This is an optimization exercise on Yosys and OpenROAD, whose aim is small area, a short achievable clock period and few clock cycles per item, not a production implementation. In this exercise RTL edits were held to simulation tests only and were not proved equivalent to the original.

## curve_cal
module curve_cal (
    input  wire        clk,
    input  wire        rst,
    input  wire        in_valid,
    output wire        in_ready,
    input  wire [15:0] in_raw_x,
    input  wire [15:0] in_raw_y,
    input  wire [31:0] in_hoff,
    input  wire [31:0] in_voff,
    input  wire [63:0] in_xscale,
    input  wire [63:0] in_yscale,
    output wire        out_valid,
    input  wire        out_ready,
    output wire [31:0] out_coord_x,
    output wire [31:0] out_coord_y,
    output wire [63:0] out_x,
    output wire [63:0] out_y
);
    localparam W1 = 97;      
    localparam W2 = 140;     
    wire [W1-1:0] s1x_d, s1y_d;
    wire          mbx_in, mby_in;
    cc_in u_ix (.raw(in_raw_x), .off(in_hoff), .scale(in_xscale), .st(s1x_d), .two(mbx_in));
    cc_in u_iy (.raw(in_raw_y), .off(in_voff), .scale(in_yscale), .st(s1y_d), .two(mby_in));
    reg          rdy_q;      
    reg          v1;
    reg          two1;       
    reg  [W1-1:0] s1x_q, s1y_q;
    reg          ph;         
    reg          v2;
    reg  [W2-1:0] s2x_q, s2y_q;
    reg          ov;
    reg  [191:0] o_q;        
    reg          qv;
    reg  [191:0] q_q;
    wire        adv    = ~qv;                      
    wire        busy   = v1 & two1 & ~ph;          
    wire        en1    = adv & ~busy;              
    wire        s1_free = ~v1 | en1;
    wire        take   = in_valid & rdy_q;
    wire        o_free = ~ov | out_ready;
    wire [W2-1:0] s2x_d, s2y_d;
    wire [63:0]   rx, ry;
    wire [191:0]  r = {s2x_q[139:108], s2y_q[139:108], rx, ry};
    cc_front u_fx (.ph(ph), .s1(s1x_q), .s2(s2x_q), .st(s2x_d));
    cc_front u_fy (.ph(ph), .s1(s1y_q), .s2(s2y_q), .st(s2y_d));
    cc_back  u_bx (.st(s2x_q), .res(rx));
    cc_back  u_by (.st(s2y_q), .res(ry));
    wire v1_n   = take | (v1 & ~en1);
    wire two1_n = s1_free ? (mbx_in | mby_in) : two1;
    wire ph_n   = adv ? busy : ph;
  ...
Size in the first run: roughly 0.096 mm² of cells after synthesis.
export LEC_CHECK = 0
export ABC_AREA = 1
export CAP_MARGIN = 10
export CORE_MARGIN = 2
export CORE_UTILIZATION = 40
export SLEW_MARGIN = 10
create_clock -name core_clock -period 40.0 [get_ports {clk}]
standard.sh (not shown) runs the stock make flow with config.mk's settings and CLKGATE_MAP_FILE= SYNTH_SCRIPT=/design/flow/synth_recipe.tcl, a recipe that flattens the netlist after the stock synthesis.
==> flow/flow/run.sh <==
#!/bin/bash
set -euo pipefail
export SETUP_SLACK_MARGIN=31
bash standard.sh finish > standard_flow.log 2>&1
Testbench counts at the start, summed over its fixed seeds: cycles 2,072, items 2,048.
Next try:
==> flow/run.sh (new file) <==
#!/bin/bash
# synth_recipe.tcl (not shown) runs the flow's synth.tcl, then flattens the netlist and writes it again
# the make line also repeats each setting of config.mk as NAME=value (left out here)
make -C /OpenROAD-flow-scripts/flow DESIGN_CONFIG=/design/flow/config.mk WORK_HOME=/design/flow/orfs CLKGATE_MAP_FILE= SYNTH_SCRIPT=/design/flow/synth_recipe.tcl finish
CAP_MARGIN = 20   (was 10)
SLEW_MARGIN = 20   (was 10)
removed: flow/flow/run.sh
removed: flow/standard.sh
Result: The changed run ran to the end with no violations. First-iteration DRC count fell by 3.6%. Fmax decreases by 9.2%. Utilization fell by 0.76 points. Clock-buffer cell count grows by 4. Cell area drops by 1.7%. Cell count falls by 0.90%. Via count shrinks by 1.0%.
Next try:
==> flow/flow/run.sh (new file) <==
#!/bin/bash
set -euo pipefail
export SETUP_SLACK_MARGIN=30
bash standard.sh finish > standard_flow.log 2>&1
==> flow/standard.sh (new file) <==
#!/bin/bash
# synth_recipe.tcl (not shown) runs the flow's synth.tcl, then flattens the netlist and writes it again
# the make line also repeats each setting of config.mk as NAME=value (left out here)
make -C /OpenROAD-flow-scripts/flow DESIGN_CONFIG=/design/flow/config.mk WORK_HOME=/design/flow/orfs CLKGATE_MAP_FILE= SYNTH_SCRIPT=/design/flow/synth_recipe.tcl "${@:-finish}"
CAP_MARGIN = 10   (was 20)
CORE_UTILIZATION = 50   (was 40)
PLACE_DENSITY = 0.75   (was not set)
SLEW_MARGIN = 10   (was 20)
removed: flow/run.sh
Design area drops slightly. Utilization climbs by 11 points. Cell count drops by a few percent. Synthesized area does not change. Non-clock buffer count climbs by 15. Wire length drops by a little under a tenth. Fmax climbs by a little under a tenth. Via count climbs slightly.

* * *

Starting RTL as in the previous note.
Settings: LEC_CHECK=0, ABC_AREA=1, CAP_MARGIN=20, CORE_MARGIN=2, CORE_UTILIZATION=40, SLEW_MARGIN=20; clock period 40.0 ns.
==> flow/flow/run.sh <==
#!/bin/bash
set -euo pipefail
export SETUP_SLACK_MARGIN=30
bash standard.sh finish > standard_flow.log 2>&1
The first run ran to the end with no violations.
Testbench counts at the start, summed over its fixed seeds: cycles 2,072, items 2,048.
Next try:
==> flow/flow/run.sh (replaced) <==
#!/bin/bash
set -euo pipefail
export SETUP_SLACK_MARGIN=30.5
bash standard.sh finish > standard_flow.log 2>&1
--- a/flow/config.mk
+++ b/flow/config.mk
@@ -8,5 +8,5 @@
 export ABC_AREA = 1
-export CAP_MARGIN = 20
+export CAP_MARGIN = 10
 export CORE_MARGIN = 2
 export CORE_UTILIZATION = 40
-export SLEW_MARGIN = 20
+export SLEW_MARGIN = 10
Outcome: Clock-buffer cell count is higher by 19; maximum frequency came out higher by 1.8%; synthesized area is unchanged; register-to-register slack is better by 0.44 ns; final cell count is about the same; synthesized cell count is unchanged; routed wire length came out higher by 0.34%; worst hold slack gets better by 0.0051 ns; worst setup slack gets better by 0.18 ns.

re-timing with driven ports:
Ports are ideal in the flow. The routed layouts listed here were re-timed in OpenROAD.
Step 1: set_driving_cell puts a clkbuf_16 on clk and a buf_2 on each other input, an assumption about the parent block.
Step 2, shift: input delay + t, output delay - t, t = (earliest + latest rising clock arrival at the registers) / 2. This alone moves slack from input paths to output paths.
Three values: ideal ports, drivers, drivers and shift; two values: the first two.
run | t, ns | slack for setup (ns) | worst data-port slew with drivers (ns)
the first run of note 1 | 0.857 | 30.297 / 30.321 / 29.490 | 0.23
the second run of note 1 | 0.853 | 29.310 / 29.310 / 28.606 | 0.21
the third run of note 1 | 0.853 | 30.075 / 30.012 / 29.285 | 0.20
the first run of note 2 | 0.862 | 30.053 / 29.960 / 29.266 | 0.21
the second run of note 2 | 0.887 | 30.232 / 30.304 / 29.418 | 0.33
After both steps setup and hold are still met in every run listed. For the second run of note 2, which loses most, drivers alone change the setup slack by +0.072 ns; drivers and shift together by -0.814 ns.
